Background: an optimization exercise with open tools, aiming at small area, a short achievable clock period and few clock cycles per item. Do not read the settings as production practice.
The RTL was checked by simulation tests, not by an equivalence proof against the original design.
Power figures rest on the tool's default switching activity, not on a simulated workload.

### flow/config.mk
export PLATFORM = sky130hd
export DESIGN_NAME = symbol_alphabet_rom
export DESIGN_NICKNAME = symbol_alphabet_rom
export VERILOG_FILES = /design/flow/design.v
export SDC_FILE = /design/flow/constraint.sdc
export NUM_CORES = 4
export LEC_CHECK = 0
export ABC_AREA = 1
export CAP_MARGIN = 20
export CORE_MARGIN = 2
export CORE_UTILIZATION = 25
export GPL_ROUTABILITY_DRIVEN = 1
export PLACE_DENSITY = 0.5
export SETUP_SLACK_MARGIN = 0.4
export SLEW_MARGIN = 20
### flow/constraint.sdc
create_clock -name core_clock -period 24.0 [get_ports {clk}]
set_input_delay 4.8000 -clock core_clock [delete_from_list [all_inputs] [get_ports {clk}]]
set_output_delay 4.8000 -clock core_clock [all_outputs]
set_load 0.01 [all_outputs]
### flow/design.v
module alphabet_rom (
    input  wire [5:0] sym_index,   
    output reg  [7:0] sym_char,
    input  wire [7:0] chr,         
    output reg        chr_found,
    output reg  [5:0] chr_index
);
  always @(*) begin
    case (sym_index)
      6'd0 : sym_char = 8'h30;  
      6'd1 : sym_char = 8'h41;  
      6'd2 : sym_char = 8'h42;  
      6'd3 : sym_char = 8'h43;  
      6'd4 : sym_char = 8'h44;  
      6'd5 : sym_char = 8'h32;  
      6'd6 : sym_char = 8'h45;  
      6'd7 : sym_char = 8'h46;  
      6'd8 : sym_char = 8'h47;  
      6'd9 : sym_char = 8'h48;  
      6'd10: sym_char = 8'h34;  
      6'd11: sym_char = 8'h49;  
      6'd12: sym_char = 8'h4A;  
      6'd13: sym_char = 8'h4B;  
      6'd14: sym_char = 8'h4C;  
      6'd15: sym_char = 8'h4D;  
      6'd16: sym_char = 8'h4E;  
      6'd17: sym_char = 8'h36;  
      6'd18: sym_char = 8'h4F;  
      6'd19: sym_char = 8'h50;  
      6'd20: sym_char = 8'h51;  
      6'd21: sym_char = 8'h52;  
      6'd22: sym_char = 8'h53;  
      6'd23: sym_char = 8'h54;  
      6'd24: sym_char = 8'h38;  
      6'd25: sym_char = 8'h55;  
      6'd26: sym_char = 8'h56;  
      6'd27: sym_char = 8'h57;  
      6'd28: sym_char = 8'h58;  
      6'd29: sym_char = 8'h59;  
      6'd30: sym_char = 8'h5A;  
      6'd31: sym_char = 8'h2D;  
      6'd32: sym_char = 8'h31;  
      6'd33: sym_char = 8'h61;  
      6'd34: sym_char = 8'h62;  
      6'd35: sym_char = 8'h63;  
      6'd36: sym_char = 8'h64;  
      6'd37: sym_char = 8'h33;  
      6'd38: sym_char = 8'h65;  
      6'd39: sym_char = 8'h66;  
      6'd40: sym_char = 8'h67;  
      6'd41: sym_char = 8'h68;  
      6'd42: sym_char = 8'h35;  
      6'd43: sym_char = 8'h69;  
      6'd44: sym_char = 8'h6A;  
      6'd45: sym_char = 8'h6B;  
      6'd46: sym_char = 8'h6C;  
      6'd47: sym_char = 8'h6D;  
      6'd48: sym_char = 8'h6E;  
      6'd49: sym_char = 8'h37;  
      6'd50: sym_char = 8'h6F;  
      6'd51: sym_char = 8'h70;  
      6'd52: sym_char = 8'h71;  
      6'd53: sym_char = 8'h72;  
      6'd54: sym_char = 8'h73;  
      6'd55: sym_char = 8'h74;  
      6'd56: sym_char = 8'h39;  
      6'd57: sym_char = 8'h75;  
      6'd58: sym_char = 8'h76;  
      6'd59: sym_char = 8'h77;  
      6'd60: sym_char = 8'h78;  
      6'd61: sym_char = 8'h79;  
      6'd62: sym_char = 8'h7A;  
      6'd63: sym_char = 8'h2E;  
      default: sym_char = 8'h00;
    endcase
  end
  always @(*) begin
    chr_found = 1'b0;
    chr_index = 6'd0;
    case (chr)
      8'h2D: begin chr_found = 1'b1; chr_index = 6'd31; end  
      8'h2E: begin chr_found = 1'b1; chr_index = 6'd63; end  
      8'h30: begin chr_found = 1'b1; chr_index = 6'd0; end  
      8'h31: begin chr_found = 1'b1; chr_index = 6'd32; end  
      8'h32: begin chr_found = 1'b1; chr_index = 6'd5; end  
      8'h33: begin chr_found = 1'b1; chr_index = 6'd37; end  
      8'h34: begin chr_found = 1'b1; chr_index = 6'd10; end  
      8'h35: begin chr_found = 1'b1; chr_index = 6'd42; end  
      8'h36: begin chr_found = 1'b1; chr_index = 6'd17; end  
      8'h37: begin chr_found = 1'b1; chr_index = 6'd49; end  
      8'h38: begin chr_found = 1'b1; chr_index = 6'd24; end  
      8'h39: begin chr_found = 1'b1; chr_index = 6'd56; end  
      8'h41: begin chr_found = 1'b1; chr_index = 6'd1; end  
      8'h42: begin chr_found = 1'b1; chr_index = 6'd2; end  
      8'h43: begin chr_found = 1'b1; chr_index = 6'd3; end  
      8'h44: begin chr_found = 1'b1; chr_index = 6'd4; end  
      8'h45: begin chr_found = 1'b1; chr_index = 6'd6; end  
      8'h46: begin chr_found = 1'b1; chr_index = 6'd7; end  
      8'h47: begin chr_found = 1'b1; chr_index = 6'd8; end  
      8'h48: begin chr_found = 1'b1; chr_index = 6'd9; end  
      8'h49: begin chr_found = 1'b1; chr_index = 6'd11; end  
      8'h4A: begin chr_found = 1'b1; chr_index = 6'd12; end  
      8'h4B: begin chr_found = 1'b1; chr_index = 6'd13; end  
      8'h4C: begin chr_found = 1'b1; chr_index = 6'd14; end  
      8'h4D: begin chr_found = 1'b1; chr_index = 6'd15; end  
      8'h4E: begin chr_found = 1'b1; chr_index = 6'd16; end  
      8'h4F: begin chr_found = 1'b1; chr_index = 6'd18; end  
      8'h50: begin chr_found = 1'b1; chr_index = 6'd19; end  
      8'h51: begin chr_found = 1'b1; chr_index = 6'd20; end  
      8'h52: begin chr_found = 1'b1; chr_index = 6'd21; end  
      8'h53: begin chr_found = 1'b1; chr_index = 6'd22; end  
      8'h54: begin chr_found = 1'b1; chr_index = 6'd23; end  
      8'h55: begin chr_found = 1'b1; chr_index = 6'd25; end  
      8'h56: begin chr_found = 1'b1; chr_index = 6'd26; end  
      8'h57: begin chr_found = 1'b1; chr_index = 6'd27; end  
      8'h58: begin chr_found = 1'b1; chr_index = 6'd28; end  
      8'h59: begin chr_found = 1'b1; chr_index = 6'd29; end  
      8'h5A: begin chr_found = 1'b1; chr_index = 6'd30; end  
      8'h61: begin chr_found = 1'b1; chr_index = 6'd33; end  
      8'h62: begin chr_found = 1'b1; chr_index = 6'd34; end  
      8'h63: begin chr_found = 1'b1; chr_index = 6'd35; end  
      8'h64: begin chr_found = 1'b1; chr_index = 6'd36; end  
      8'h65: begin chr_found = 1'b1; chr_index = 6'd38; end  
      8'h66: begin chr_found = 1'b1; chr_index = 6'd39; end  
      8'h67: begin chr_found = 1'b1; chr_index = 6'd40; end  
      8'h68: begin chr_found = 1'b1; chr_index = 6'd41; end  
      8'h69: begin chr_found = 1'b1; chr_index = 6'd43; end  
      8'h6A: begin chr_found = 1'b1; chr_index = 6'd44; end  
      8'h6B: begin chr_found = 1'b1; chr_index = 6'd45; end  
      8'h6C: begin chr_found = 1'b1; chr_index = 6'd46; end  
      8'h6D: begin chr_found = 1'b1; chr_index = 6'd47; end  
      8'h6E: begin chr_found = 1'b1; chr_index = 6'd48; end  
      8'h6F: begin chr_found = 1'b1; chr_index = 6'd50; end  
      8'h70: begin chr_found = 1'b1; chr_index = 6'd51; end  
      8'h71: begin chr_found = 1'b1; chr_index = 6'd52; end  
      8'h72: begin chr_found = 1'b1; chr_index = 6'd53; end  
      8'h73: begin chr_found = 1'b1; chr_index = 6'd54; end  
      8'h74: begin chr_found = 1'b1; chr_index = 6'd55; end  
      8'h75: begin chr_found = 1'b1; chr_index = 6'd57; end  
      8'h76: begin chr_found = 1'b1; chr_index = 6'd58; end  
      8'h77: begin chr_found = 1'b1; chr_index = 6'd59; end  
      8'h78: begin chr_found = 1'b1; chr_index = 6'd60; end  
      8'h79: begin chr_found = 1'b1; chr_index = 6'd61; end  
      8'h7A: begin chr_found = 1'b1; chr_index = 6'd62; end  
      default: begin chr_found = 1'b0; chr_index = 6'd0; end
    endcase
  end
endmodule
module coord_shift (
    input  wire [58:0] din,
    input  wire [5:0]  sh,
    output reg  [58:0] dout,      
    output reg         st         
);
  integer k;
  always @(*) begin
    dout = din;
    st   = 1'b0;
    for (k = 0; k < 6; k = k + 1) begin
      if (sh[k]) begin
        st   = st | (|(dout & ~({59{1'b1}} << (1 << k))));
        dout = dout >> (1 << k);
      end
    end
  end
endmodule
module coord_tofix_pre (
    input  wire [63:0] d,         
    output wire [58:0] m59,       
    output wire [5:0]  sh         
);
  wire [10:0] ex  = d[62:52];
  wire [11:0] shw = 12'd1033 - {1'b0, ex};
  assign m59 = {ex != 11'd0, d[51:0], 6'd0};
  assign sh  = shw[5:0];
endmodule
module coord_tofix_add (
    input  wire [63:0] d,         
    input  wire        is_y,      
    input  wire [58:0] as,        
    input  wire        ast,       
    output wire [60:0] mg,        
    output wire        neg,       
    output wire        sub,       
    output wire [2:0]  eb         
);
  wire        sgn  = d[63];
  wire [10:0] ex   = d[62:52];
  wire [51:0] fr   = d[51:0];
  wire [11:0] shw  = 12'd1033 - {1'b0, ex};
  wire        huge = shw[11] | (shw[10:6] != 5'd0);   
  wire [58:0] a    = huge ? 59'd0 : as;
  wire        st   = huge ? ((ex != 11'd0) | (fr != 52'd0)) : ast;
  wire [10:0] ec = is_y ? 11'd1029 : 11'd1030;
  wire        ge = (ex > ec) || ((ex == ec) && (fr >= 52'h6800000000000));
  wire le52  = (ex < 11'd1028) || ((ex == 11'd1028) && (fr <= 52'hA000000000000));
  wire le116 = (ex < 11'd1029) || ((ex == 11'd1029) && (fr <= 52'hD000000000000));
  wire le148 = (ex < 11'd1030) || ((ex == 11'd1030) && (fr <= 52'h2800000000000));
  wire le26  = (ex < 11'd1027) || ((ex == 11'd1027) && (fr <= 52'hA000000000000));
  wire le58  = (ex < 11'd1028) || ((ex == 11'd1028) && (fr <= 52'hD000000000000));
  assign eb  = is_y ? {1'b0, le26, le58} : {le52, le116, le148};
  wire [10:0] at  = {1'b0, a[58:49]};
  wire [10:0] ct  = is_y ? 11'd45 : 11'd90;           
  assign neg = sgn & ge;
  assign sub = sgn & !ge;
  assign mg  = {(!sgn ? at + ct : ge ? at - ct : at), a[48:0], st};
endmodule
module coord_tofix_prep (
    input  wire [22:0] mlo,       
    input  wire        is_y,
    output wire [6:0]  sticky,    
    output wire [8:2]  ones,      
    output wire [4:0]  nz         
);
  wire [22:0] low = is_y ? {1'b1, mlo[21:0]} : mlo;
  wire [22:0] lz  = is_y ? {1'b0, mlo[21:0]} : mlo;
  genvar g;
  generate for (g = 0; g < 7; g = g + 1) begin : stk
    assign sticky[g] = |mlo[g:0];
  end endgenerate
  generate for (g = 2; g < 9; g = g + 1) begin : one
    assign ones[g] = &low[22:g];
  end endgenerate
  generate for (g = 0; g < 5; g = g + 1) begin : nzr
    assign nz[g] = |lz[22:g];
  end endgenerate
endmodule
module coord_tofix_round (
    input  wire [60:0] mg,
    input  wire        is_y,
    input  wire        neg,
    input  wire        sub,
    input  wire [2:0]  eb,
    input  wire [6:0]  sticky,    
    input  wire [8:2]  ones,
    input  wire [4:0]  nz,
    output wire [36:0] dvd,       
    output wire        flip       
);
  wire [6:0] top = sub ? {4'd0, eb} : mg[60:54];
  reg rnd, cy, fnz;
  always @(*) begin
    rnd = 1'b0;
    cy  = 1'b0;
    fnz = nz[0];
    if      (top[6]) begin rnd = mg[7] & (mg[8] | sticky[6]); cy = rnd & ones[8]; end
    else if (top[5]) begin rnd = mg[6] & (mg[7] | sticky[5]); cy = rnd & ones[7]; end
    else if (top[4]) begin rnd = mg[5] & (mg[6] | sticky[4]); cy = rnd & ones[6]; end
    else if (top[3]) begin rnd = mg[4] & (mg[5] | sticky[3]); cy = rnd & ones[5]; end
    else if (top[2]) begin rnd = mg[3] & (mg[4] | sticky[2]); cy = rnd & ones[4]; fnz = rnd ? !ones[4] : nz[4]; end
    else if (top[1]) begin rnd = mg[2] & (mg[3] | sticky[1]); cy = rnd & ones[3]; fnz = rnd ? !ones[3] : nz[3]; end
    else if (top[0]) begin rnd = mg[1] & (mg[2] | sticky[0]); cy = rnd & ones[2]; fnz = rnd ? !ones[2] : nz[2]; end
  end
  wire [36:0] x  = is_y ? mg[58:22] : mg[59:23];
  wire        iv = neg | sub;
  wire [37:0] kc = neg ? (38'd90 << 31) + 38'd44 : sub ? (38'd90 << 27) + 38'd45 : 38'd45;
  wire        ci = neg ? !cy : sub ? !(cy | fnz) : cy;
  wire [37:0] w;
  fast_add #(.W(38), .L(6)) u_w (.a({iv, x ^ {37{iv}}}), .b(kc), .ci(ci), .s(w));
  assign dvd  = w[37:1];
  assign flip = neg;
endmodule
module div45_step (
    input  wire [6:0] r,          
    input  wire       b,          
    output wire [6:0] ro,
    output wire       q           
);
  wire [1:0] r1 = r[1:0];
  wire [1:0] r2 = r[3:2];
  wire [2:0] r3 = r[6:4];
  wire q1 = r1[1] | (r1[0] & b);
  wire [1:0] r1o = {(r1[0] & ~b) | (r1[1] & b), (~r1[1] & ~r1[0] & b) | (r1[1] & ~b)};
  wire q2 = r2[1] | (r2[0] & q1);
  wire [1:0] r2o = {(r2[0] & ~q1) | (r2[1] & q1), (~r2[1] & ~r2[0] & q1) | (r2[1] & ~q1)};
  reg  [2:0] r3o;
  reg        q3;
  always @(*) begin
    case ({r3, q2})
      4'd0: begin q3 = 1'b0; r3o = 3'd0; end
      4'd1: begin q3 = 1'b0; r3o = 3'd1; end
      4'd2: begin q3 = 1'b0; r3o = 3'd2; end
      4'd3: begin q3 = 1'b0; r3o = 3'd3; end
      4'd4: begin q3 = 1'b0; r3o = 3'd4; end
      4'd5: begin q3 = 1'b1; r3o = 3'd0; end
      4'd6: begin q3 = 1'b1; r3o = 3'd1; end
      4'd7: begin q3 = 1'b1; r3o = 3'd2; end
      4'd8: begin q3 = 1'b1; r3o = 3'd3; end
      4'd9: begin q3 = 1'b1; r3o = 3'd4; end
      default: begin q3 = 1'b1; r3o = 3'd4; end
    endcase
  end
  assign ro = {r3o, r2o, r1o};
  assign q  = q3;
endmodule
module coord_todeg_sub (
    input  wire [31:0] n,         
    output wire [32:0] c          
);
  wire [5:0] hi = {n[31], n[31:27]} - 6'd1;
  assign c = {hi, n[26:0]};
endmodule
module coord_todeg_mul (
    input  wire [32:0] c,         
    output wire [38:0] a,         
    output wire        s          
);
  assign s = c[32];
  wire [32:0] ci = c ^ {33{s}};                       
  wire [38:0] p0 = {ci, 5'd0};
  wire [38:0] p1 = {2'd0, ci, 3'd0};
  wire [38:0] p2 = {3'd0, ci, 2'd0};
  wire [38:0] p3 = {6'd0, ci};
  wire [38:0] p4 = {33'd0, s, 1'b0, s, s, 1'b0, s};   
  wire [38:0] s1 = p0 ^ p1 ^ p2;
  wire [38:0] c1 = {(p0[37:0] & p1[37:0]) | (p0[37:0] & p2[37:0]) | (p1[37:0] & p2[37:0]), 1'b0};
  wire [38:0] s2 = s1 ^ c1 ^ p3;
  wire [38:0] c2 = {(s1[37:0] & c1[37:0]) | (s1[37:0] & p3[37:0]) | (c1[37:0] & p3[37:0]), 1'b0};
  wire [38:0] s3 = s2 ^ c2 ^ p4;
  wire [38:0] c3 = {(s2[37:0] & c2[37:0]) | (s2[37:0] & p4[37:0]) | (c2[37:0] & p4[37:0]), 1'b0};
  fast_add #(.W(39), .L(6)) u_cpa (.a(s3), .b(c3), .ci(1'b0), .s(a));
endmodule
module coord_todeg_lead (
    input  wire [38:0] a,
    output wire [5:0]  sh,        
    output wire [58:0] rin        
);
  wire [63:0] x = {a, 25'd0};
  wire        v [0:6][0:63];      
  wire [5:0]  z [0:6][0:63];      
  genvar l, j;
  generate
    for (j = 0; j < 64; j = j + 1) begin : lf
      assign v[0][j] = x[63 - j];
      assign z[0][j] = 6'd0;
    end
    for (l = 1; l <= 6; l = l + 1) begin : lv
      for (j = 0; j < (64 >> l); j = j + 1) begin : nd
        assign v[l][j] = v[l-1][2*j] | v[l-1][2*j+1];
        assign z[l][j] = v[l-1][2*j] ? z[l-1][2*j] : (z[l-1][2*j+1] | (6'd1 << (l - 1)));
      end
      for (j = (64 >> l); j < 64; j = j + 1) begin : un
        assign v[l][j] = 1'b0;
        assign z[l][j] = 6'd0;
      end
    end
  endgenerate
  assign sh = v[6][0] ? z[6][0] : 6'd0;
  genvar g;
  generate for (g = 0; g < 39; g = g + 1) begin : rv
    assign rin[58 - g] = a[g];
  end endgenerate
  assign rin[19:0] = 20'd0;
endmodule
module coord_todeg_norm (
    input  wire [38:0] a,
    input  wire        s,
    input  wire        is_y,
    input  wire [5:0]  sh,        
    input  wire [58:0] rout,      
    output wire [63:0] d
);
  wire [38:0] norm;
  genvar g;
  generate for (g = 0; g < 39; g = g + 1) begin : rv
    assign norm[g] = rout[58 - g];
  end endgenerate
  wire [10:0] e = (is_y ? 11'd997 : 11'd998) + 11'd38 - {5'd0, sh};
  assign d = (a == 39'd0) ? 64'd0 : {s, e, norm[37:0], 14'd0};
endmodule
module fast_add #(
    parameter integer W = 32,
    parameter integer L = 5
) (
    input  wire [W-1:0] a,
    input  wire [W-1:0] b,
    input  wire         ci,
    output wire [W-1:0] s
);
  wire [W-1:0] p0 = a ^ b;
  wire [W-1:0] g [0:L];
  wire [W-1:0] p [0:L];
  assign g[0] = (a & b) | {{(W-1){1'b0}}, p0[0] & ci};
  assign p[0] = p0;
  genvar l, i;
  generate for (l = 0; l < L; l = l + 1) begin : lv
    for (i = 0; i < W; i = i + 1) begin : bt
      if ((i >> l) & 1) begin : m
        assign g[l+1][i] = g[l][i] | (p[l][i] & g[l][((i >> l) << l) - 1]);
        assign p[l+1][i] = p[l][i] & p[l][((i >> l) << l) - 1];
      end else begin : k
        assign g[l+1][i] = g[l][i];
        assign p[l+1][i] = p[l][i];
      end
    end
  end endgenerate
  assign s = p0 ^ {g[L][W-2:0], ci};
endmodule
module symbol_alphabet_rom (
    input  wire        clk,
    input  wire        rst,
    input  wire        cmd_valid,
    output wire        cmd_ready,
    input  wire [3:0]  cmd_op,
    input  wire [63:0] cmd_opa,
    input  wire [63:0] cmd_opb,
    input  wire        si_valid,
    input  wire        si_end,
    input  wire [7:0]  si_char,
    output wire        si_ready,
    input  wire        pi_valid,
    input  wire        pi_end,
    input  wire [63:0] pi_lon,
    input  wire [63:0] pi_lat,
    output wire        pi_ready,
    output wire        so_valid,
    output wire [7:0]  so_char,
    input  wire        so_ready,
    output wire        po_valid,
    output wire [63:0] po_x,
    output wire [63:0] po_y,
    input  wire        po_ready,
    output wire        busy,
    output wire        done,
    output wire [1:0]  err,
    output wire        resv,
    output wire [63:0] res,
    output wire [31:0] ax,
    output wire [31:0] ay,
    output wire        axis
);
  localparam [3:0] OP_NOP    = 4'd0,  OP_SYMOF  = 4'd1,  OP_IDXOF  = 4'd2,  OP_RDNUM  = 4'd3,
                   OP_DECNUM = 4'd4,  OP_WRNUM  = 4'd5,  OP_TOFIXX = 4'd6,  OP_TOFIXY = 4'd7,
                   OP_TODEGX = 4'd8,  OP_TODEGY = 4'd9,  OP_ACLR   = 4'd10, OP_AADD   = 4'd11,
                   OP_ALOAD  = 4'd12, OP_ADIFF  = 4'd13, OP_DECODE = 4'd14, OP_ENCODE = 4'd15;
  localparam [1:0] TIER_SMALL = 2'd0, TIER_MEDIUM = 2'd1, TIER_FULL = 2'd2, TIER_RAW = 2'd3;
  localparam [1:0] TD_NONE = 2'd0, TD_X = 2'd1, TD_Y = 2'd2, TD_RES = 2'd3;
  localparam integer DSTEP = 12;
  reg        busy_r;
  reg        first;         
  reg        second;        
  reg [3:0]  op;
  reg [63:0] opr;           
  reg [31:0] acc_x;
  reg [31:0] acc_y;
  reg        axis_r;
  reg [63:0] res_r;
  reg        resv_r;
  reg        done_r;
  reg        err_r;
  wire accept = cmd_valid && !busy_r && (cmd_op != OP_NOP);
  reg  op_rd, op_dn, op_dec, op_enc, op_wr, op_fix, op_read, op_acc, op_sub, op_bacc;
  reg  [8:0]  f0;           
  reg         f0v;
  reg         endin;        
  reg         endq;         
  reg  [29:0] num;
  reg  [2:0]  scnt;         
  reg  [1:0]  tier;
  reg         innum;        
  reg         cmp;          
  reg         cx, cy;       
  reg  [32:0] tin;          
  reg  [38:0] ta;
  reg         ts, ty;
  reg  [1:0]  tdst;
  reg         po_v;
  reg  [63:0] po_xr, po_yr;
  reg  [1:0]  fph;          
  reg  [1:0]  pfs;          
  reg         pcons;        
  reg         va, ya;       
  reg  [60:0] mg;
  reg         vm, ym, nm, sm;   
  reg  [2:0]  ebm;
  reg  [6:0]  stm;
  reg  [8:2]  onm;
  reg  [4:0]  nzm;
  reg         dv, dy, dneg;
  reg  [1:0]  dc;
  reg  [35:0] dq;           
  reg  [6:0]  dr;
  reg  [31:0] fx, fy;
  reg         vfx, vfy;
  reg         wsel;         
  reg  [29:0] osr;
  reg  [29:0] nw;           
  reg  [2:0]  nwl;
  reg         nwv;
  reg  [2:0]  ocnt;
  reg  [7:0]  ochr;
  wire [7:0] rom_char;
  wire       rev_found;
  wire [5:0] rev_index;
  reg  [5:0] rom_idx;
  alphabet_rom u_rom (
      .sym_index (rom_idx),
      .sym_char  (rom_char),
      .chr       (op_read ? f0[7:0] : opr[7:0]),
      .chr_found (rev_found),
      .chr_index (rev_index)
  );
  wire apply_now = cmp && (!op_dec || (axis_r ? !cy && (!cx || conv_x) : !cx && (!cy || conv_y)));
  wire s2_go     = busy_r && op_read && f0v && !endq && (!cmp || apply_now);
  wire h_end     = f0[8];
  wire s2_sym    = s2_go && !h_end && rev_found;
  reg  [31:0] payload;
  always @(*) begin
    case (tier)
      TIER_SMALL:  payload = {{21{~num[10]}}, ~num[10], num[9:0]};
      TIER_MEDIUM: payload = {{16{~num[15]}}, ~num[15], num[14:0]};
      TIER_FULL:   payload = {4'd0, num[27:0]};
      default:     payload = {2'd0, num};
    endcase
  end
  wire enc_load = op_enc && !nwv && (wsel ? vfy : vfx);       
  wire wr_load  = op_wr && first;
  wire nw_take  = nwv && ((ocnt == 3'd0) || ((ocnt == 3'd1) && so_ready));
  reg  [31:0] amux;
  reg  [31:0] bmux;
  reg         inv;
  always @(*) begin
    amux = payload;
    bmux = 32'd0;
    inv  = 1'b0;
    if (op_fix) begin
      amux = (op == OP_TOFIXY) ? fy : fx;
    end else if (op_wr) begin
      amux = opr[31:0];
    end else if (op_acc) begin
      amux = opr[63:32];
      if (op_bacc) bmux = opr[0] ? acc_y : acc_x;
      inv  = op_sub;
    end else if (op_dec) begin
      if (tier != TIER_FULL) bmux = axis_r ? acc_y : acc_x;
    end
  end
  wire [31:0] sum;
  fast_add #(.W(32), .L(5)) u_add (.a(amux), .b(bmux ^ {32{inv}}), .ci(inv), .s(sum));
  wire [31:0] ea = wsel ? fy : fx;
  wire [31:0] eb = wsel ? acc_y : acc_x;
  wire [31:0] ed;
  fast_add #(.W(32), .L(5)) u_esub (.a(ea), .b(~eb), .ci(1'b1), .s(ed));
  wire [29:0] word_e, word_w;
  wire [2:0]  wlen_e, wlen_w;
  num_word u_we (.d(ed),  .a(ea),         .word(word_e), .len(wlen_e));
  num_word u_ww (.d(sum), .a(opr[63:32]), .word(word_w), .len(wlen_w));
  wire [29:0] word = op_wr ? word_w : word_e;
  wire [2:0]  wlen = op_wr ? wlen_w : wlen_e;
  wire        oload  = nw_take;
  wire        oshift = (ocnt != 3'd0) && so_ready;
  always @(*) begin
    if (busy_r && op == OP_SYMOF) rom_idx = opr[5:0];
    else if (oload)               rom_idx = nw[29:24];
    else                          rom_idx = osr[23:18];
  end
  wire conv_x = cx && !po_v;
  wire conv_y = cy && !cx && !po_v;
  wire conv_r = busy_r && second && (op == OP_TODEGX || op == OP_TODEGY);
  wire [38:0] t_a;
  wire        t_s;
  wire [32:0] t_c;
  coord_todeg_sub u_tsub (
      .n (op_dec ? sum : opr[31:0]),
      .c (t_c)
  );
  coord_todeg_mul u_tmul (
      .c (tin),
      .a (t_a),
      .s (t_s)
  );
  wire [58:0] f_m59;
  wire [5:0]  f_sh;
  coord_tofix_pre u_fpre (
      .d   (opr),
      .m59 (f_m59),
      .sh  (f_sh)
  );
  wire [5:0]  t_sh;
  wire [58:0] t_rin;
  coord_todeg_lead u_tlead (
      .a   (ta),
      .sh  (t_sh),
      .rin (t_rin)
  );
  wire [58:0] s_out;
  wire        s_st;
  coord_shift u_shift (
      .din  (f_m59),
      .sh   (f_sh),
      .dout (s_out),
      .st   (s_st)
  );
  wire [58:0] t_out;
  wire        t_st;
  coord_shift u_tshift (
      .din  (t_rin),
      .sh   (t_sh),
      .dout (t_out),
      .st   (t_st)
  );
  wire [63:0] deg;
  coord_todeg_norm u_tnorm (
      .a    (ta),
      .s    (ts),
      .is_y (ty),
      .sh   (t_sh),
      .rout (t_out),
      .d    (deg)
  );
  wire [60:0] f_mg;
  wire        f_neg, f_sub;
  wire [2:0]  f_eb;
  coord_tofix_add u_fadd (
      .d    (opr),
      .is_y (ya),
      .as   (s_out),
      .ast  (s_st),
      .mg   (f_mg),
      .neg  (f_neg),
      .sub  (f_sub),
      .eb   (f_eb)
  );
  wire [6:0]  f_st;
  wire [8:2]  f_on;
  wire [4:0]  f_nz;
  coord_tofix_prep u_fprep (
      .mlo    (f_mg[22:0]),
      .is_y   (ya),
      .sticky (f_st),
      .ones   (f_on),
      .nz     (f_nz)
  );
  wire [36:0] f_dvd;
  wire        f_flip;
  coord_tofix_round u_fround (
      .mg   (mg),
      .is_y (ym),
      .neg  (nm),
      .sub  (sm),
      .eb   (ebm),
      .sticky (stm),
      .ones (onm),
      .nz   (nzm),
      .dvd  (f_dvd),
      .flip (f_flip)
  );
  wire [6:0]  dr_s [0:DSTEP];
  wire [35:0] dq_s [0:DSTEP];
  assign dr_s[0] = dr;
  assign dq_s[0] = dq;
  genvar g;
  generate for (g = 0; g < DSTEP; g = g + 1) begin : dstep
    wire q;
    div45_step u_step (.r(dr_s[g]), .b(dq_s[g][35]), .ro(dr_s[g+1]), .q(q));
    assign dq_s[g+1] = {dq_s[g][34:0], q};
  end endgenerate
  wire        dlast   = dv && (dc == 2'd2);
  wire        dout_ok = dy ? !vfy : !vfx;
  wire        dfree   = !dv || (dlast && dout_ok);
  wire        takem   = vm && dfree;
  wire        takea   = va && !vm;
  wire        canA    = !va || takea;
  assign cmd_ready = !busy_r;
  assign busy      = busy_r;
  assign done      = done_r;
  assign err       = {1'b0, err_r};
  assign resv      = resv_r;
  assign res       = res_r;
  assign ax        = acc_x;
  assign ay        = acc_y;
  assign axis      = axis_r;
  assign si_ready  = busy_r && op_read && !endin &&
                     (op_dec ? (!f0v || s2_go) : (!f0v && !cmp && (scnt != 3'd0 || !op_rd)));
  assign pi_ready  = busy_r && op_enc && (pcons || (fph == 2'd1 && canA) || fph == 2'd2);
  assign so_valid  = (ocnt != 3'd0);
  assign so_char   = ochr;
  assign po_valid  = po_v;
  assign po_x      = po_xr;
  assign po_y      = po_yr;
  reg fin;
  always @(*) begin
    fin = 1'b0;
    if (busy_r) begin
      case (op)
        OP_RDNUM, OP_DECNUM: fin = apply_now || (s2_go && h_end);
        OP_DECODE:           fin = endq && !cmp && !cx && !cy && (tdst == TD_NONE) && (!po_v || po_ready);
        OP_ENCODE:           fin = (fph == 2'd3) && !va && !vm && !dv && !vfx && !vfy && !nwv &&
                                   ((ocnt == 3'd0) || (ocnt == 3'd1 && so_ready));
        OP_WRNUM:            fin = !first && ocnt == 3'd1 && so_ready;
        OP_SYMOF:            fin = second;
        OP_TOFIXX:           fin = vfx;
        OP_TOFIXY:           fin = vfy;
        OP_TODEGX, OP_TODEGY: fin = (tdst == TD_RES);
        default:             fin = first;
      endcase
    end
  end
  wire pf_go = busy_r && !first && !op_enc && !op_fix && cmd_valid && (cmd_op == OP_ENCODE) &&
               pi_valid && !pi_end && (pfs != 2'd2);
  wire [63:0] opr_cmd = {((cmd_op == OP_WRNUM) || (cmd_op == OP_AADD) || (cmd_op == OP_ALOAD) ||
                          (cmd_op == OP_ADIFF)) ? cmd_opb[31:0] : cmd_opa[63:32], cmd_opa[31:0]};
  always @(posedge clk) begin
    if (!busy_r && !va)
      opr <= opr_cmd;
    else if ((op_enc && !pcons && fph == 2'd0 || pf_go && pfs == 2'd0) && canA)
      opr <= pi_lon;
    else if ((op_enc && fph == 2'd1 || pf_go && pfs == 2'd1) && canA)
      opr <= pi_lat;
    if (si_valid && si_ready) f0 <= {si_end, si_char};
    if (s2_sym) begin
      num <= {num[23:0], rev_index};
      if (!op_rd && scnt == 3'd0)
        tier <= (rev_index[5:4] == 2'b11) ? TIER_FULL : rev_index[5] ? TIER_MEDIUM : TIER_SMALL;
    end
    if (accept) begin
      num  <= 30'd0;
      tier <= TIER_RAW;
    end
    if (busy_r && first && (op == OP_TODEGX || op == OP_TODEGY)) tin <= t_c;
    else if (apply_now && op_dec)                                tin <= t_c;
    if (conv_x || conv_y || conv_r) begin
      ta <= t_a;
      ts <= t_s;
      ty <= conv_y || (!conv_x && op == OP_TODEGY);
    end
    if (tdst == TD_X) po_xr <= deg;
    if (tdst == TD_Y) po_yr <= deg;
    if (takea) begin
      mg  <= f_mg;
      ym  <= ya;
      nm  <= f_neg;
      sm  <= f_sub;
      ebm <= f_eb;
      stm <= f_st;
      onm <= f_on;
      nzm <= f_nz;
    end
    if (takem) begin
      dq   <= f_dvd[35:0];
      dr   <= {6'd0, f_dvd[36]};
      dy   <= ym;
      dneg <= f_flip;
    end else if (dv && dc != 2'd2) begin
      dq <= dq_s[DSTEP];
      dr <= dr_s[DSTEP];
    end
    if (dlast && dout_ok) begin
      if (dy) fy <= dq_s[DSTEP][31:0] ^ {dneg, 31'd0};
      else    fx <= dq_s[DSTEP][31:0] ^ {dneg, 31'd0};
    end
    if (enc_load || wr_load) begin
      nw  <= word;
      nwl <= wlen;
    end
    if (oload) begin
      osr  <= nw;
      ochr <= rom_char;
    end else if (oshift) begin
      osr  <= {osr[23:0], 6'd0};
      ochr <= rom_char;
    end else if (busy_r && first && op == OP_SYMOF) begin
      ochr <= rom_char;
    end
  end
  always @(posedge clk) begin
    if (rst) begin
      busy_r <= 1'b0;
      first  <= 1'b0;
      second <= 1'b0;
      op     <= OP_NOP;
      op_rd  <= 1'b0;
      op_dn  <= 1'b0;
      op_dec <= 1'b0;
      op_enc <= 1'b0;
      op_wr  <= 1'b0;
      op_fix <= 1'b0;
      op_read <= 1'b0;
      op_acc <= 1'b0;
      op_sub <= 1'b0;
      op_bacc <= 1'b0;
      acc_x  <= 32'd0;
      acc_y  <= 32'd0;
      axis_r <= 1'b0;
      res_r  <= 64'd0;
      resv_r <= 1'b0;
      done_r <= 1'b0;
      err_r  <= 1'b0;
      f0v    <= 1'b0;
      endin  <= 1'b0;
      endq   <= 1'b0;
      scnt   <= 3'd0;
      innum  <= 1'b0;
      cmp    <= 1'b0;
      cx     <= 1'b0;
      cy     <= 1'b0;
      tdst   <= TD_NONE;
      po_v   <= 1'b0;
      fph    <= 2'd0;
      pcons  <= 1'b0;
      wsel   <= 1'b0;
      ocnt   <= 3'd0;
      nwv    <= 1'b0;
    end else begin
      first  <= accept;
      second <= first && !accept;
      if (accept) begin
        busy_r <= 1'b1;
        op     <= cmd_op;
        op_rd  <= (cmd_op == OP_RDNUM);
        op_dn  <= (cmd_op == OP_DECNUM);
        op_dec <= (cmd_op == OP_DECODE);
        op_enc <= (cmd_op == OP_ENCODE);
        op_wr  <= (cmd_op == OP_WRNUM);
        op_fix <= (cmd_op == OP_TOFIXX) || (cmd_op == OP_TOFIXY);
        op_read <= (cmd_op == OP_RDNUM) || (cmd_op == OP_DECNUM) || (cmd_op == OP_DECODE);
        op_acc <= (cmd_op == OP_AADD) || (cmd_op == OP_ALOAD) || (cmd_op == OP_ADIFF);
        op_sub <= (cmd_op == OP_ADIFF);
        op_bacc <= (cmd_op == OP_AADD) || (cmd_op == OP_ADIFF);
        done_r <= 1'b0;
        err_r  <= 1'b0;
        resv_r <= 1'b0;
        f0v    <= 1'b0;
        endin  <= 1'b0;
        endq   <= 1'b0;
        innum  <= 1'b0;
        scnt   <= (cmd_op == OP_RDNUM) ? cmd_opa[2:0] : 3'd0;
        cmp    <= (cmd_op == OP_RDNUM) && (cmd_opa[2:0] == 3'd0);
        fph    <= (pfs == 2'd1) ? 2'd1 : 2'd0;
        pcons  <= (pfs == 2'd2);
        wsel   <= 1'b0;
        if (cmd_op == OP_DECODE || cmd_op == OP_ENCODE || cmd_op == OP_ACLR) begin
          acc_x <= 32'd0;
          acc_y <= 32'd0;
        end
        if (cmd_op == OP_DECODE || cmd_op == OP_ENCODE)
          axis_r <= 1'b0;
      end else if (busy_r) begin
        if (first) begin
          case (op)
            OP_IDXOF: begin res_r <= {58'd0, rev_index}; resv_r <= rev_found; end
            OP_AADD, OP_ALOAD: begin
              res_r  <= {32'd0, sum};
              resv_r <= 1'b1;
              if (opr[0]) acc_y <= sum; else acc_x <= sum;
            end
            OP_ADIFF: begin res_r <= {32'd0, sum}; resv_r <= 1'b1; end
            default: ;
          endcase
        end
        if (second && op == OP_SYMOF) begin
          res_r  <= {56'd0, ochr};
          resv_r <= 1'b1;
        end
        if (second && op_wr) res_r <= {61'd0, nwl};
        if (si_valid && si_ready) begin
          f0v <= 1'b1;
          if (si_end) endin <= 1'b1;
        end else if (s2_go) begin
          f0v <= 1'b0;
        end
        if (s2_go) begin
          if (h_end) begin
            endq  <= 1'b1;
            err_r <= op_dec ? innum : 1'b1;
          end else if (!rev_found) begin
            innum <= 1'b1;
          end else begin
            innum <= 1'b1;
            if (op_rd || scnt != 3'd0) begin
              scnt <= scnt - 3'd1;
              if (scnt == 3'd1) begin
                cmp   <= 1'b1;
                innum <= 1'b0;
              end
            end else begin
              scnt <= (rev_index[5:4] == 2'b11) ? 3'd4 : rev_index[5] ? 3'd2 : 3'd1;
            end
          end
        end
        if (apply_now) begin
          cmp <= 1'b0;
          if (op_dec) begin
            if (axis_r) begin acc_y <= sum; cy <= 1'b1; end
            else        begin acc_x <= sum; cx <= 1'b1; end
            axis_r <= !axis_r;
          end else begin
            res_r  <= {30'd0, op_dn ? tier : 2'd0, sum};
            resv_r <= 1'b1;
          end
        end
        if (conv_x) cx <= 1'b0;
        if (conv_y) cy <= 1'b0;
        tdst <= conv_x ? TD_X : conv_y ? TD_Y : conv_r ? TD_RES : TD_NONE;
        if (tdst == TD_Y) po_v <= 1'b1;
        if (po_v && po_ready) po_v <= 1'b0;
        if (tdst == TD_RES) begin
          res_r  <= deg;
          resv_r <= 1'b1;
        end
        if (op_enc && pcons && pi_valid) pcons <= 1'b0;
        if (op_enc && !pcons) begin
          case (fph)
            2'd0: if (canA && pi_valid) fph <= pi_end ? 2'd2 : 2'd1;
            2'd1: if (canA && pi_valid) fph <= 2'd0;
            2'd2: if (pi_valid) fph <= 2'd3;
            default: ;
          endcase
        end
        if (enc_load) begin
          if (wsel) acc_y <= fy;
          else      acc_x <= fx;
          wsel <= !wsel;
        end
        if (enc_load || wr_load) nwv <= 1'b1;
        else if (nw_take)        nwv <= 1'b0;
        if (oload)       ocnt <= nwl;
        else if (oshift) ocnt <= ocnt - 3'd1;
        if (op_fix && (vfx || vfy)) begin
          res_r  <= {32'd0, sum};
          resv_r <= 1'b1;
        end
        if (fin) begin
          busy_r <= 1'b0;
          done_r <= 1'b1;
          if (op_wr) resv_r <= 1'b1;
        end
      end
    end
  end
  wire ld_lon = (busy_r && op_enc && !pcons && fph == 2'd0 && pi_valid && !pi_end ||
                 pf_go && pfs == 2'd0) && canA;
  wire ld_lat = (busy_r && op_enc && fph == 2'd1 && pi_valid || pf_go && pfs == 2'd1) && canA;
  wire ld_fix = accept && ((cmd_op == OP_TOFIXX) || (cmd_op == OP_TOFIXY));
  wire use_fx = busy_r && (enc_load && !wsel || op_fix && vfx);
  wire use_fy = busy_r && (enc_load && wsel || op_fix && vfy);
  always @(posedge clk) begin
    if (rst) begin
      pfs <= 2'd0;
      va  <= 1'b0;
      ya  <= 1'b0;
      vm  <= 1'b0;
      dv  <= 1'b0;
      dc  <= 2'd0;
      vfx <= 1'b0;
      vfy <= 1'b0;
    end else begin
      if (accept)
        pfs <= 2'd0;
      else if (pf_go && canA)
        pfs <= pfs + 2'd1;
      if (ld_lon || ld_lat || ld_fix) va <= 1'b1;
      else if (takea)                 va <= 1'b0;
      if (ld_lat)      ya <= 1'b1;
      else if (ld_lon) ya <= 1'b0;
      else if (ld_fix) ya <= cmd_op[0];
      if (takea)      vm <= 1'b1;
      else if (takem) vm <= 1'b0;
      if (takem) begin
        dv <= 1'b1;
        dc <= 2'd0;
      end else if (dv && dc != 2'd2) begin
        dc <= dc + 2'd1;
      end else if (dlast && dout_ok) begin
        dv <= 1'b0;
      end
      if (dlast && dout_ok && !dy) vfx <= 1'b1;
      else if (use_fx)             vfx <= 1'b0;
      if (dlast && dout_ok && dy)  vfy <= 1'b1;
      else if (use_fy)             vfy <= 1'b0;
    end
  end
endmodule
module num_word (
    input  wire [31:0] d,
    input  wire [31:0] a,
    output wire [29:0] word,
    output wire [2:0]  len
);
  wire is_sm = (d[31:10] == 22'd0) || (d[31:10] == {22{1'b1}});
  wire is_md = (d[31:15] == 17'd0) || (d[31:15] == {17{1'b1}});
  assign word = is_sm ? {1'b0, ~d[10], d[9:0], 18'd0} :
                is_md ? {2'b10, ~d[15], d[14:0], 12'd0} :
                        {2'b11, a[27:0]};
  assign len  = is_sm ? 3'd2 : is_md ? 3'd3 : 3'd5;
endmodule
### flow/run.sh
#!/bin/bash
# synth_recipe.tcl (not shown) runs the flow's synth.tcl, then flattens the netlist and writes it again
# the make line also repeats each setting of config.mk as NAME=value (left out here)
make -C /OpenROAD-flow-scripts/flow DESIGN_CONFIG=/design/flow/config.mk WORK_HOME=/design/flow/orfs CLKGATE_MAP_FILE= SYNTH_SCRIPT=/design/flow/synth_recipe.tcl finish
==> flow_summary.ini, run 1 <==
[yosys]
synth-edff-count = 484
synth-seq-cells = 702
seq_area_frac_synth_pct = 36.4
yosysTopAreaCell = edfxtp_1
synth_commonest_cells = nand2_1, o21ai_0, inv_1
synth_top_area_share_pct = 28.0
yosysMostFrequentCell = nand2_1
synth_flop_cell = edfxtp_1
synthTopCellsByArea = edfxtp_1, nand2_1, o21ai_0
avgSynthCellArea_sq_um = 7.45
synthArstFlopShare_pct = 0
yosysWarnings = 9
syn-cell-area_sq_um = 51900
ys_types = 69
syn_inst = 6967

[clock_network]
cts_buffer_depth = 3
cts.sinks = 702
post-cts-setup-buffers = 0
ctsHoldBuffers = 0
numCtsBuffers = 87
ctsRootBufferMaster = clkbuf_16
cts_resized = 0
htree_num_levels = 3
clkTransAtPathRegs_ps = 60
cts_tree = yes
insertion_delay_ps = 760

[grt]
grt_max_degree = 106
antenna_found_initial = 22
grt_usage_pct = 22.0
grt_pass1_wl_um = 342000
grt_pass1_vias = 48537
grt_overflow_total = 0

[floorplan]
die_w_um = 460
coreArea_sq_um = 207000
die-height_um = 460
ios = 552
initial_core_util_pct = 25.1
row_count = 167
dieArea_sq_um = 211000

[setup_path]
critPathLaunch = op[3]
r2r-start = op[3]
worstSetupPathType = reg -> reg
crit_required_ps = 24440
critical_path.max_stage_delay_ps = 640
cp_num_cells = 40
path_buf_inv = 8
reg2reg_depth = 40
crit_end = nw[7]
cp_slowest_cell = clkinv_1
rr_endpoint = nw[7]
cp-end-kind = flop
ff2ff_setup_slack_ps = 15440
start_kind = flop
cp_common_cell = nand2_1
critPathTopFamily = simple AND/OR/NAND/NOR gates
cp_max_fo = 46
crit_arrival_ps = 9000

[min_path]
hold_path_class = reg -> reg

[route]
via_count = 51440
drt_iter0_drc = 5653
via_per_inst = 5.09
dr.pass1.iters = 10
drc_errors = 0
drtAntennaViolNets = 0
wl_per_cell_um = 23.8
routed_wl_um = 240000

[pwr]
vdd_drop_max_mv = 0.380
p_total_mw = 7.09
power.density_nw_per_um2 = 113
power_leakage_nw = 25.1

[job]
maxCapViolCount = 0

[final_layout]
syn2layout_area_growth_pct = 20.8
nets = 7869
fill_cells = 22231
drive_gt1_share_pct = 6.81

[timing]
maxSlewHeadroom_pct = 23.9
setup_tns_ps = 0
period_minus_slack_ps = 8560
fin_skew_ps = 76.1
tightest_slew_ps = 1140
finalCritPeriodShare_pct = 35.7
hold_viol_final = 0
rsz0062_at_grt = no
fmax_ghz = 0.117
report.final.slew_viol_count = 0
setup_viol = 0

[status]
status = no timing/DRC/antenna violations

[place]
hpwl_um = 187000
io_buffers = 489
gp_congestion = 0.984
## cell families (layout without fill, tap and decap cells)
group	count (synthesis)	count (layout)	share of synthesized area (%)
flip-flops	702	702	36.4
multiplexers	90	90	1.74
AO/OA/AOI/OAI	1817	1817	20.0
adder cells (fa/ha/maj)	286	286	8.01
other	1	42	0.00723
AND/OR/NAND/NOR	2652	2652	21.7
XOR/XNOR	159	159	2.71
buffers and inverters	1260	1645	9.41
## registers in the layout (all words and copies together) (netlist names), 6 cells and up
register	flops
dq	36
fy	32
ochr	7
po_yr	50
ta	39
tin	33
mg	48
num	30
fx	32
osr	24
po_xr	50
res_r	64
stm	6
onm	7
dr	7
opr	64
nw	29
acc_y	32
acc_x	32
f0	9
## per-layer routing
layer / GRT usage, % / vias to the layer above / part of all wire (%)
met3: 3.96 / 519 / 7.6
met2: 35.6 / 2219 / 45
li1: - / 24285 / -
met1: 27.5 / 24413 / 41
met4: 12.2 / 4 / 6.4
met5: 0 / - / 0.0096
## stage by stage
step / area (sq um) / std cells / utilization, % / hold slack [ps] / worst slack, ps
finish: 62700 / 10097 / 30.3 / 460 / 15440
global route: 62600 / 10088 / 30.3 / 498 / 14840
CTS: 62600 / 10084 / 30.3 / 464 / 15630
detailed placement: 59700 / 9920 / 28.9 / 459 / 15080
global placement: 59700 / 9920 / 28.9 / 450 / 15010
floorplan: 52000 / 6996 / - / 436 / 15200
## cell type report
cell class | count | area (sq um) | area share (%)
Tap cell | 2704 | 3380 | 5.40
Antenna cell | 12 | 30.0 | 0.0479
Clock inverter | 58 | 658 | 1.05
Multi-Input combinational cell | 5034 | 28300 | 45.2
Inverter | 876 | 3290 | 5.25
Clock buffer | 106 | 2280 | 3.64
Sequential cell | 702 | 18900 | 30.2
Timing Repair Buffer | 605 | 5780 | 9.23
## worst reg2reg max path: cells and delay by family, from the launching register on
kind,cells,cell delay [ps]
DFF,1,380
buffers and inverters,8,2160
adders and majority gates,2,690
AOI/OAI and AO/OA,9,1750
and+or+nand+nor,21,3310
## where the power goes
part	leakage [nW]	total (mW)	switching [mW]	internal (mW)
Combinational	17.4	4.07	2.90	1.17
Clock	1.42	1.37	0.601	0.767
Sequential	6.23	1.65	0.101	1.55
## worst min-delay path by stage
stage,startpoint,to,cells past startpoint
final,endin,endin,2
after detailed placement,num[8],num[8],2
after global routing,endin,endin,2
after CTS,endin,endin,2
after floorplan,endin,endin,2
after global placement,dc[0],dc[0],2
## cells in the final DEF (no fill, tap or decap), types with 28 or more instances in the layout
cell type	count
a211oi_1	28
a21oi_1	337
a31oi_1	94
buf_4	116
clkbuf_16	88
clkdlybuf4s50_1	488
conb_1	30
dfxtp_1	215
edfxtp_1	484
fa_1	77
ha_1	209
inv_1	809
inv_2	51
mux2i_1	90
nand2_1	1549
nand2_2	54
nand3_1	229
nand4_1	89
nor2_1	498
nor3_1	72
nor4_1	42
o211ai_1	126
o21ai_0	910
o21ai_1	29
o22ai_1	96
or2_2	37
xnor2_1	63
xor2_1	93
Testbench counts, summed over its fixed seeds: cycles 12,383, items 1,954.
==> run 2: changes to the inputs <==
--- a/flow/config.mk
+++ b/flow/config.mk
@@ -5,7 +5,7 @@
 export SDC_FILE = /design/flow/constraint.sdc
 export NUM_CORES = 4
 export LEC_CHECK = 0
-export ABC_AREA = 1
+export ABC_AREA = 0
 export CAP_MARGIN = 20
 export CORE_MARGIN = 2
 export CORE_UTILIZATION = 25
==> run 2 against run 1 <==
  * Clock power is 8% lower
  * Clock skew is 9.9 ps lower
  * Critical path depth fell by 16
  * Wire length decreased by 6.6%
  * Final cell count fell by 7.9%
  * Critical endpoint is now nwl[2]
  * Synthesized area up 3.6%
  * Die area is 3.5% higher
  * Flip-flop and latch count stayed put
  * Still clean on timing, DRC and antenna
  * Worst hold slack got worse by 8.1 ps
  * Largest cell class unchanged
  * Setup slack got worse by 650 ps
  * Register-to-register slack worse by 650 ps
  * Synthesized cell count down 12%
==> flow_summary.ini, run 2 <==
[timing]
report.final.slew_viol_count = 0
rsz0062_at_grt = no
tightest_slew_ps = 1240
fmax_ghz = 0.108
setup_tns_ps = 0
maxSlewHeadroom_pct = 16.5
fin_skew_ps = 66.2
fin_ws_ps = 14780
setup_viol = 0
hold_viol_final = 0
period_minus_slack_ps = 9220
finalCritPeriodShare_pct = 38.4

[pwr]
vdd_drop_max_mv = 0.139
internal-power_mw = 2.82
seq_power_share_pct = 30.9
power.density_nw_per_um2 = 74.8
switching_share_pct = 41.5
combPwrFrac_pct = 43.0
p_sw_mw = 2.00
p_clk_share_pct = 26.1
power_leakage_nw = 23.6

[grt]
antenna_found_initial = 8
grt_overflow_total = 0
grt_max_degree = 88
grt_pass1_vias = 45943
grt_pass1_wl_um = 319000
grt_usage_pct = 19.5

[floorplan]
die_w_um = 468
die-height_um = 468
ios = 552
dieArea_sq_um = 219000
row_count = 170
initial_core_util_pct = 25.1
coreArea_sq_um = 214000

[place]
dp_slack_ps = 14950
hpwl_um = 171000
gp_congestion = 0.953
io_buffers = 489

[setup_path]
rr_endpoint = nwl[2]
cp_max_fo = 29
cp-end-kind = flop
crit_required_ps = 24480
critPathLaunch = tier[0]
ff2ff_setup_slack_ps = 14780
crit_end = nwl[2]
crit_arrival_ps = 9700
start_kind = flop
r2r-start = tier[0]
worstSetupPathType = reg -> reg
reg2reg_depth = 24

[yosys]
syn_inst = 6104
seq_area_frac_synth_pct = 35.2
synth_top_area_share_pct = 27.1
avgSynthCellArea_sq_um = 8.80
ys_types = 128
synthTopCellsByArea = edfxtp_1, dfxtp_1, mux2i_1
synth-edff-count = 484
synth_flop_cell = edfxtp_1
yosysMostFrequentCell = nand2_1
synthArstFlopShare_pct = 0
yosysTopAreaCell = edfxtp_1
synth_commonest_cells = nand2_1, nor2_1, edfxtp_1
syn-cell-area_sq_um = 53700
synth-seq-cells = 702
yosysWarnings = 9

[route]
dr.pass1.iters = 10
drt_iter0_drc = 4807
wl_per_cell_um = 24.1
routed_wl_um = 224000
drc_errors = 0
via_per_inst = 5.29
drtAntennaViolNets = 0
via_count = 49189

[clock_network]
insertion_delay_ps = 760
htree_num_levels = 3
clkTransAtPathRegs_ps = 60
cts_tree = yes
cts_buffer_depth = 3
numCtsBuffers = 79
ctsHoldBuffers = 0
ctsRootBufferMaster = clkbuf_16
cts_resized = 0
cts.sinks = 702
post-cts-setup-buffers = 0

[final_layout]
syn2layout_area_growth_pct = 19.7
nets = 6949
layout_common_cells = nand2_1, nor2_1, clkdlybuf4s50_1
drive_gt1_share_pct = 8.60
reg_top3 = opr x64, res_r x64
layout_commonest_cell = nand2_1

[job]
maxCapViolCount = 0

[status]
status = no timing/DRC/antenna violations

[min_path]
hold_path_class = reg -> reg
## run 2: cell types whose count changed in the layout (fill, tap and decap cells not counted), sizes merged, moves of 65 or more
cell and change:
a222oi +65, mux2 +135, nor2 +108, mux2i +255, o21ai -585, nand3 -143, a211oi +101, nor2b +97
o211ai -77, nor3 +67, a21oi +80, inv -622, nand2 -872
## run 2: cells by family (layout without fill, tap and decap cells)
| group | Yosys count | count (layout) | share of synthesized area (%) |
|---|---|---|---|
| adders and majority gates | 288 | 288 | 7.78 |
| muxes | 501 | 501 | 10.2 |
| xor gates and xnor gates | 235 | 235 | 3.83 |
| DFF | 702 | 702 | 35.2 |
| buffers and inverters | 687 | 1007 | 5.29 |
| other | 1 | 37 | 0.00698 |
| AOI/OAI and AO/OA | 1616 | 1616 | 20.2 |
| and+or+nand+nor | 2074 | 2074 | 17.6 |
## run 2: layout make-up
type / instances / area, sq um
clock buffers: 105 / 2110
flip-flops and latches: 702 / 18900
well taps: 2838 / 3550
fillers: 22449 / 150000
repair buffers: 616 / 5860
multi-input cells: 4744 / 32400
diodes: 7 / 17.5
inverters: 243 / 912
clock inverters: 43 / 523
## run 2: per-layer routing
layer	vias to the layer above	global-route usage, %	routed length (um)
li1	22918	-	-
met1	23970	25.4	95300
met2	1887	31.2	102000
met3	410	3.89	15900
met4	4	8.62	10500
met5	-	0	27
## run 2: stage by stage
stage,hold WS [ps],cell area (sq um),cells,total power [mW],util (%)
after detailed placement,448,61600,9142,3.53,28.8
after global routing,485,64300,9292,5.04,30.0
final,452,64300,9298,4.81,30.0
after floorplan,424,53800,6133,2.89,-
after global placement,443,61600,9142,3.51,28.8
after CTS,455,64300,9290,4.80,30.0
## run 2: worst min-delay path by stage
stage	start	endpoint	depth (start not counted)	slack, ps
final	num[23]	num[29]	2	450
after global routing	num[27]	num[27]	2	490
after CTS	num[23]	num[29]	2	460
after detailed placement	num[29]	num[29]	2	450
after global placement	num[27]	num[27]	2	440
after floorplan	ym	dy	0	420
## run 2: power by group through the flow
stage          Combinational [mW]  Sequential (mW)  Clock (mW)
2_1_floorplan                1.44             1.45           0
3_3_place_gp                 2.01             1.51           0
3_5_place_dp                 2.02             1.51           0
4_1_cts                      2.03             1.48        1.28
5_1_grt                      2.22             1.49        1.33
6_report                     2.07             1.49        1.26
## run 2: critical path: stages, from the launching register on
cell and delay [ps]:
dfxtp_1 810, o21ai_2 120, buf_4 270, o32ai_2 920, a22oi_1 240, xor2_1 200, and2_1 200, ha_1 280
nor2b_1 130, o21a_1 160, o21a_1 110, o21ai_0 90, a21boi_1 260, o2111ai_1 250, a211oi_1 690, o2111ai_1 430
a211o_1 470, a21o_1 250, a211oi_2 830, and2_1 320, nor4b_1 810, nor2_1 80, buf_4 250, and2_1 350
or2_2 390
==> run 3: changes to the inputs <==
--- a/flow/design.v
+++ b/flow/design.v
@@ -297,8 +297,9 @@
     input  wire [31:0] n,         
     output wire [32:0] c          
 );
-  wire [5:0] hi = {n[31], n[31:27]} - 6'd1;
-  assign c = {hi, n[26:0]};
+  wire [5:0]  hi = {n[31], n[31:27]} - 6'd1;
+  wire        sg = hi[5];
+  assign c = {sg, {hi[4:0], n[26:0]} ^ {32{sg}}};
 endmodule
 module coord_todeg_mul (
     input  wire [32:0] c,         
@@ -306,7 +307,7 @@
     output wire        s          
 );
   assign s = c[32];
-  wire [32:0] ci = c ^ {33{s}};                       
+  wire [32:0] ci = {1'b0, c[31:0]};                   
   wire [38:0] p0 = {ci, 5'd0};
   wire [38:0] p1 = {2'd0, ci, 3'd0};
   wire [38:0] p2 = {3'd0, ci, 2'd0};
@@ -444,6 +445,7 @@
   reg [31:0] acc_x;
   reg [31:0] acc_y;
   reg        axis_r;
+  reg        axis_bn;       
   reg [63:0] res_r;
   reg        resv_r;
   reg        done_r;
@@ -454,7 +456,6 @@
   reg         f0v;
   reg         endin;        
   reg         endq;         
-  reg  [29:0] num;
   reg  [2:0]  scnt;         
   reg  [1:0]  tier;
   reg         innum;        
@@ -483,7 +484,7 @@
   reg  [31:0] fx, fy;
   reg         vfx, vfy;
   reg         wsel;         
-  reg  [29:0] osr;
+  reg  [29:0] osr;           
   reg  [29:0] nw;           
   reg  [2:0]  nwl;
   reg         nwv;
@@ -500,6 +501,16 @@
       .chr_found (rev_found),
       .chr_index (rev_index)
   );
+  wire [7:0] rom_char2;
+  wire       rom2_f;
+  wire [5:0] rom2_i;
+  alphabet_rom u_rom2 (
+      .sym_index (nw[29:24]),
+      .sym_char  (rom_char2),
+      .chr       (8'd0),
+      .chr_found (rom2_f),
+      .chr_index (rom2_i)
+  );
   wire apply_now = cmp && (!op_dec || (axis_r ? !cy && (!cx || conv_x) : !cx && (!cy || conv_y)));
   wire s2_go     = busy_r && op_read && f0v && !endq && (!cmp || apply_now);
   wire h_end     = f0[8];
@@ -507,10 +518,10 @@
   reg  [31:0] payload;
   always @(*) begin
     case (tier)
-      TIER_SMALL:  payload = {{21{~num[10]}}, ~num[10], num[9:0]};
-      TIER_MEDIUM: payload = {{16{~num[15]}}, ~num[15], num[14:0]};
-      TIER_FULL:   payload = {4'd0, num[27:0]};
-      default:     payload = {2'd0, num};
+      TIER_SMALL:  payload = {{21{~osr[10]}}, ~osr[10], osr[9:0]};
+      TIER_MEDIUM: payload = {{16{~osr[15]}}, ~osr[15], osr[14:0]};
+      TIER_FULL:   payload = {4'd0, osr[27:0]};
+      default:     payload = {2'd0, osr};
     endcase
   end
   wire enc_load = op_enc && !nwv && (wsel ? vfy : vfx);       
@@ -532,7 +543,7 @@
       if (op_bacc) bmux = opr[0] ? acc_y : acc_x;
       inv  = op_sub;
     end else if (op_dec) begin
-      if (tier != TIER_FULL) bmux = axis_r ? acc_y : acc_x;
+      if (tier != TIER_FULL) bmux = axis_bn ? acc_x : acc_y;
     end
   end
   wire [31:0] sum;
@@ -544,14 +555,13 @@
   wire [29:0] word_e, word_w;
   wire [2:0]  wlen_e, wlen_w;
   num_word u_we (.d(ed),  .a(ea),         .word(word_e), .len(wlen_e));
-  num_word u_ww (.d(sum), .a(opr[63:32]), .word(word_w), .len(wlen_w));
+  num_word u_ww (.d(opr[31:0]), .a(opr[63:32]), .word(word_w), .len(wlen_w));
   wire [29:0] word = op_wr ? word_w : word_e;
   wire [2:0]  wlen = op_wr ? wlen_w : wlen_e;
   wire        oload  = nw_take;
   wire        oshift = (ocnt != 3'd0) && so_ready;
   always @(*) begin
     if (busy_r && op == OP_SYMOF) rom_idx = opr[5:0];
-    else if (oload)               rom_idx = nw[29:24];
     else                          rom_idx = osr[23:18];
   end
   wire conv_x = cx && !po_v;
@@ -709,12 +719,12 @@
       opr <= pi_lat;
     if (si_valid && si_ready) f0 <= {si_end, si_char};
     if (s2_sym) begin
-      num <= {num[23:0], rev_index};
+      osr <= {osr[23:0], rev_index};
       if (!op_rd && scnt == 3'd0)
         tier <= (rev_index[5:4] == 2'b11) ? TIER_FULL : rev_index[5] ? TIER_MEDIUM : TIER_SMALL;
     end
     if (accept) begin
-      num  <= 30'd0;
+      osr  <= 30'd0;
       tier <= TIER_RAW;
     end
     if (busy_r && first && (op == OP_TODEGX || op == OP_TODEGY)) tin <= t_c;
@@ -755,7 +765,7 @@
     end
     if (oload) begin
       osr  <= nw;
-      ochr <= rom_char;
+      ochr <= rom_char2;
     end else if (oshift) begin
       osr  <= {osr[23:0], 6'd0};
       ochr <= rom_char;
@@ -782,6 +792,7 @@
       acc_x  <= 32'd0;
       acc_y  <= 32'd0;
       axis_r <= 1'b0;
+      axis_bn <= 1'b1;
       res_r  <= 64'd0;
       resv_r <= 1'b0;
       done_r <= 1'b0;
@@ -835,6 +846,8 @@
         end
         if (cmd_op == OP_DECODE || cmd_op == OP_ENCODE)
           axis_r <= 1'b0;
+        if (cmd_op == OP_DECODE || cmd_op == OP_ENCODE)
+          axis_bn <= 1'b1;
       end else if (busy_r) begin
         if (first) begin
           case (op)
@@ -884,6 +897,7 @@
             if (axis_r) begin acc_y <= sum; cy <= 1'b1; end
             else        begin acc_x <= sum; cx <= 1'b1; end
             axis_r <= !axis_r;
+            axis_bn <= axis_r;
           end else begin
             res_r  <= {30'd0, op_dn ? tier : 2'd0, sum};
             resv_r <= 1'b1;
--- a/flow/config.mk
+++ b/flow/config.mk
@@ -5,7 +5,7 @@
 export SDC_FILE = /design/flow/constraint.sdc
 export NUM_CORES = 4
 export LEC_CHECK = 0
-export ABC_AREA = 0
+export ABC_AREA = 1
 export CAP_MARGIN = 20
 export CORE_MARGIN = 2
 export CORE_UTILIZATION = 25
==> run 3 against run 2 <==
  * Global-route usage up 1.9 points
  * Sequential power up 9%
  * Register-to-register slack better by 760 ps
  * Critical path type unchanged
  * Largest power group unchanged
  * Highest routed layer unchanged
==> flow_summary.ini, run 3 <==
[yosys]
syn-cell-area_sq_um = 51600
synth-seq-cells = 686
synth_commonest_cells = nand2_1, o21ai_0, inv_1
yosysTopAreaCell = edfxtp_1
synth-edff-count = 490
syn_inst = 6975
synthTopCellsByArea = edfxtp_1, nand2_1, o21ai_0
ys_types = 72
synth_flop_cell = edfxtp_1
yosysWarnings = 9
seq_area_frac_synth_pct = 36.1
avgSynthCellArea_sq_um = 7.40
yosysMostFrequentCell = nand2_1
synth_top_area_share_pct = 28.5
synthArstFlopShare_pct = 0

[final_layout]
fin_cells = 10069
drive_gt1_share_pct = 6.19
layout_common_cells = nand2_1, o21ai_0, inv_1
nets = 7872
reg_top3 = opr x64, res_r x64
stdcell_area_sq_um = 62300
postLayoutCoreUtil_pct = 30.4
syn2layout_area_growth_pct = 20.7
layout_commonest_cell = nand2_1

[min_path]
hold_depth = 2
hold_path_class = reg -> reg

[clock_network]
clkTransAtPathRegs_ps = 60
cts_buffer_depth = 3
htree_num_levels = 3
numCtsBuffers = 87
ctsHoldBuffers = 0
ctsRootBufferMaster = clkbuf_16
insertion_delay_ps = 770
cts_resized = 0
cts_tree = yes
cts.sinks = 686
post-cts-setup-buffers = 0

[job]
maxCapViolCount = 0

[timing]
whs_ps = 467
hold_viol_final = 0
fin_ws_ps = 15540
period_minus_slack_ps = 8460
setup_tns_ps = 0
tightest_slew_ps = 1210
report.final.slew_viol_count = 0
finalCritPeriodShare_pct = 35.2
maxSlewHeadroom_pct = 19.5
setup_viol = 0
fin_skew_ps = 84.1
rsz0062_at_grt = no
fmax_ghz = 0.118

[grt]
grt_pass1_wl_um = 333000
grt_overflow_total = 0
grt_pass1_vias = 48391
grt_usage_pct = 21.4
grt_max_degree = 98
antenna_found_initial = 10

[setup_path]
cp_slowest_cell = buf_4
start_kind = flop
cp_max_fo = 87
critical_path.max_stage_delay_ps = 800
crit_arrival_ps = 9090
cp_num_cells = 45
worstSetupPathType = reg -> reg
cp_common_cell = nand2_1
crit_required_ps = 24630
reg2reg_depth = 45
cp-end-kind = flop
critPathTopFamily = simple AND/OR/NAND/NOR gates
path_buf_inv = 6

[floorplan]
coreArea_sq_um = 205000
dieArea_sq_um = 210000
initial_core_util_pct = 25.2
die_w_um = 458
row_count = 166
ios = 552
die-height_um = 458

[place]
hpwl_um = 184000
dp_slack_ps = 15680
gp_congestion = 1.02
dp_cells = 9901
post_dp_cell_area_sq_um = 59200
io_buffers = 489

[route]
wl_per_cell_um = 23.1
drt_iter0_drc = 4799
drc_errors = 0
via_count = 50963
drtAntennaViolNets = 0
routed_wl_um = 233000
via_per_inst = 5.06
dr.pass1.iters = 8

[pwr]
p_total_mw = 6.85
vdd_drop_max_mv = 0.295
power.density_nw_per_um2 = 110
power_leakage_nw = 24.8

[status]
status = no timing/DRC/antenna violations
## run 3: cell count changes after synthesis, sizes merged, moves of 48 or more
cell    delta
a211oi    -99
a222oi    -65
and2      -48
inv      +506
mux2     -135
mux2i    -270
nand2    +998
nand2b    -50
nand3    +149
nor2b     -97
nor3      -55
o211ai    +75
o21ai    +502
xnor2     -98
## run 3: cell families after synthesis
family          count (synthesis)  share of synthesized area [%]
xor+xnor                      152                           2.58
other cells                     1                        0.00726
compound gates               1782                           20.0
simple gates                 2849                           23.0
buf+inv                      1138                           8.71
fa+ha+maj                     292                           8.20
flops                         686                           36.1
mux                            75                           1.45
## run 3: path summary, 6_finish.rpt
check | start | end | slack (ps)
setup / recovery | wsel | rom_char2[0] | 15540
hold / removal | endin | endin | 470
setup reg to reg | wsel | rom_char2[0] | 15540
hold reg to reg | endin | endin | 470
## run 3: report_power, final
part | total (mW) | switching, mW | internal, mW
Clock | 1.43 | 0.584 | 0.843
Combinational | 3.79 | 2.68 | 1.10
Sequential | 1.63 | 0.105 | 1.53
## run 3: final cells by class
type / instances / area (sq um)
fill: 22000 / 143000
multi-input combinational: 5180 / 28700
sequential: 686 / 18600
timing repair buffer: 585 / 5630
tap: 2688 / 3360
inverter: 763 / 2870
clock buffer: 111 / 2310
clock inverter: 52 / 756
antenna: 4 / 10.0
## run 3: metal layers
metal / routed length (um) / vias up / track usage, %
li1: - / 24317 / -
met1: 92300 / 24131 / 25.6
met2: 110000 / 2048 / 36.4
met3: 14500 / 461 / 3.15
met4: 16000 / 6 / 12.7
met5: 43 / - / 0
## run 3: worst register-to-register path: cells and delay by family, from the launching register on
family | cells | cell delay [ps]
and+or+nand+nor | 29 | 3470
AOI/OAI and AO/OA | 6 | 1380
DFF | 1 | 630
adders and majority gates | 3 | 830
xor gates and xnor gates | 1 | 190
buffers and inverters | 6 | 1830
Testbench counts of run 3, summed over its fixed seeds: cycles 12,383, items 1,954.

## what the ideal ports hide
How much do the figures lean on ideal ports? The routed layouts below were timed once more, with nothing changed but the port constraints.
Step 1 sets driving cells, clkbuf_16 on the clock port and buf_2 on the other inputs (assumed; they add their load-dependent delay and slew).
Step 2 also shifts input and output timing later by t, the mid clock arrival at the registers, as if the neighbouring blocks saw the same clock.
a / b / c = no drivers / after step 1 / after step 2; a / b = the first two.
run	t, ns	setup WS [ns]	hold slack, ns	cell pins on the clock port's net
run 1	0.811	15.436 / 15.436 / 14.982	0.460 / 0.460 / 0.460	1
run 2	0.805	14.782 / 14.768 / 14.782	0.452 / 0.452 / 0.452	1
run 3	0.810	15.540 / 15.540 / 15.540	0.467 / 0.467 / 0.467	1
After both steps every run listed still meets setup and hold. The setup slack of run 1, which loses most, moves by 0.000 ns with the drivers and by -0.454 ns with both steps.
